Source: an optimization exercise on an open RTL-to-GDS flow (aim: small area, a short achievable clock period and few clock cycles). Production flows keep margins and buffers that such runs may drop. Only simulation tests tie the RTL to the original design; equivalence was not proved. Power and IR drop assume default switching activity.

==> flow/design.v (excerpt) <==
module wordstuf_core (
    input  wire        clk,
    input  wire        rst,
    input  wire        cmd_valid,
    output wire        cmd_ready,
    input  wire [39:0] cmd,
    output reg         rsp_valid,
    output reg         rsp_err,
    output reg         rsp_flag,
    output reg  [31:0] rsp_value
);
For scale: ~4,600 cells after synthesis, about 1,300 flip-flops, roughly 79 I/O pins.
export LEC_CHECK = 0
export CAP_MARGIN = 20
export CORE_MARGIN = 2
export CORE_UTILIZATION = 60
export CTS_BUF_LIST = sky130_fd_sc_hd__clkbuf_8
export CTS_CLUSTER_DIAMETER = 35
export CTS_CLUSTER_SIZE = 10
export SLEW_MARGIN = 20
create_clock -name core_clock -period 12.0 [get_ports {clk}]
standard.sh (not shown) runs the stock make flow with config.mk's settings and CLKGATE_MAP_FILE= SYNTH_SCRIPT=/design/flow/synth_recipe.tcl, a recipe that flattens the netlist after the stock synthesis.
==> flow/flow/run.sh <==
#!/bin/bash
# The standard layout (standard.sh, all steps), with one change: the buffers
# that ORFS puts on every input and output port are sky130_fd_sc_hd__buf_2
# instead of the platform's default delay buffer. The whole flow's output is
# kept in flow_standard.log in the work folder; ORFS's per-step logs are under
# orfs/logs.
set -euo pipefail
export BUFFER_PORTS_ARGS="-buffer_cell sky130_fd_sc_hd__buf_2"
bash standard.sh > flow_standard.log 2>&1
Testbench counts at the start, summed over its fixed seeds: cycles 47,848.
==> next run, changes <==
==> flow/flow/run.sh (replaced) <==
#!/bin/bash
# The standard layout (standard.sh, all steps), with these changes to how the
# layout is made:
#  - the buffers that ORFS puts on every input and output port are
#    sky130_fd_sc_hd__buf_2 instead of the platform's default delay buffer;
#  - the pin placer keeps rst, cmd_valid and cmd_ready together, since
#    cmd_ready is a short function of rst;
#  - clock tree synthesis uses clkbuf_8 buffers on small sink clusters and
#    inserts no dummy loads.
# The whole flow's output is kept in flow_standard.log in the work folder;
# ORFS's per-step logs are under orfs/logs.
set -euo pipefail
export BUFFER_PORTS_ARGS="-buffer_cell sky130_fd_sc_hd__buf_2"
export PLACE_PINS_ARGS="-group_pins {rst cmd_ready cmd_valid}"
export CTS_ARGS="-sink_clustering_enable -repair_clock_nets -dont_use_dummy_load -buf_list sky130_fd_sc_hd__clkbuf_8 -sink_clustering_size 10 -sink_clustering_max_diameter 35"
bash standard.sh > flow_standard.log 2>&1
--- a/flow/config.mk
+++ b/flow/config.mk
@@ -9,6 +9,3 @@
 export CORE_MARGIN = 2
 export CORE_UTILIZATION = 60
-export CTS_BUF_LIST = sky130_fd_sc_hd__clkbuf_8
-export CTS_CLUSTER_DIAMETER = 35
-export CTS_CLUSTER_SIZE = 10
 export SLEW_MARGIN = 20
Final area goes down by 2.3%.
Worst hold slack improves by 0.0035 ns.
Power goes down by 9.6%.
Synthesized cell count is unchanged.
Sequential share of layout area goes up by 1.3 points.
Via count goes down by 0.92%.
Setup slack degrades by 0.49 ns.
Non-clock buffer count goes down by 6.
Count of clock-buffer cells in the layout goes down by 11.
==> next run, changes <==
--- a/flow/config.mk
+++ b/flow/config.mk
@@ -8,4 +8,4 @@
 export CAP_MARGIN = 20
 export CORE_MARGIN = 2
-export CORE_UTILIZATION = 60
+export CORE_UTILIZATION = 70
 export SLEW_MARGIN = 20
Result: The new run passed the timing, design-rule and antenna checks. Utilization came out higher by 11 points. Total power drops by 1.4%. Clock skew is higher by 0.011 ns.

========
job 101:
Another version of the RTL of wordstuf_core (not shown whole).
Size: ~4500 cells after synthesis, ~1300 flip-flops, ~79 I/O pins.
Settings: LEC_CHECK=0, CAP_MARGIN=20, CORE_MARGIN=2, CORE_UTILIZATION=40, SLEW_MARGIN=20; clock period 12.0 ns.
run.sh (not shown) runs the stock make flow with config.mk's settings and CLKGATE_MAP_FILE= SYNTH_SCRIPT=/design/flow/synth_recipe.tcl, a recipe that flattens the netlist after the stock synthesis.
Stock flow here: none of the scripts above is used.
The final layout from job 101, which completed every stage, passed the timing, design-rule and antenna checks at the end of the flow.
Testbench counts of job 101, summed over its fixed seeds: cycles 47,848.
Input changes introduced in job 102 (baseline for comparison: job 101):
==> flow/flow/run.sh (new file) <==
#!/bin/bash
# The standard layout (standard.sh, all steps), with one change: the buffers
# that ORFS puts on every input and output port are sky130_fd_sc_hd__buf_2
# instead of the platform's default delay buffer. The whole flow's output is
# kept in flow_standard.log in the work folder; ORFS's per-step logs are under
# orfs/logs.
set -euo pipefail
export BUFFER_PORTS_ARGS="-buffer_cell sky130_fd_sc_hd__buf_2"
bash standard.sh > flow_standard.log 2>&1
==> flow/standard.sh (new file) <==
#!/bin/bash
# synth_recipe.tcl (not shown) runs the flow's synth.tcl, then flattens the netlist and writes it again
# the make line also repeats each setting of config.mk as NAME=value (left out here)
make -C /OpenROAD-flow-scripts/flow DESIGN_CONFIG=/design/flow/config.mk WORK_HOME=/design/flow/orfs CLKGATE_MAP_FILE= SYNTH_SCRIPT=/design/flow/synth_recipe.tcl "${@:-finish}"
removed: flow/run.sh
[summary]
Summary of job 102 over job 101: final-layout worst hold slack was more or less identical, number of antenna violations at the first check in global routing comparable, power attributed to the clock group essentially unchanged, routed wire length climbed about 1%.
Row area of placed instances: job 102 lower / job 101 higher
Job 102 went all the way through synthesis, placement and routing and the layout is clean on timing, DRC and antenna.
On transition time at the pin with the least slew margin: between job 102 and job 101, it ends up higher for job 102.
Between job 102 and job 101, the difference in post-synthesis async set-or-reset flop share is negligible.
Diff job 101 -> job 102 | utilization | decrease of 0.35 points

what the ideal ports hide:
Ports are ideal in the flow. The routed layouts listed here were re-timed in OpenROAD.
Step 1, drivers: a clkbuf_16 drives clk and a buf_2 each remaining input, both assumed.
Step 2 also shifts input and output timing later by t, the mid clock arrival at the registers, as if the neighbouring blocks saw the same clock.
Three values: no drivers, after step 1, after step 2; two values: the first two.
run	shift t [ns]	setup slack, ns	worst setup path at the end	latest minus earliest clock arrival (ns)	worst slew at a driven data input, ns
the first run of note 1	0.941	6.694 / 6.670 / 6.670	input to output	0.046 / 0.047	0.03
the second run of note 1	0.922	6.200 / 6.173 / 6.173	input to output	0.097 / 0.098	0.04
the third run of note 1	0.898	6.192 / 6.153 / 6.153	input to output	0.100 / 0.100	0.07
job 101	0.850	5.896 / 5.871 / 5.871	input to output	0.035 / 0.034	0.05
job 102	0.841	6.333 / 6.257 / 6.327	input to output	0.026 / 0.026	0.16
After both steps setup and hold are still met in every run listed. For the third run of note 1, which loses most, drivers alone change the setup slack by -0.039 ns; drivers and shift together by -0.039 ns.
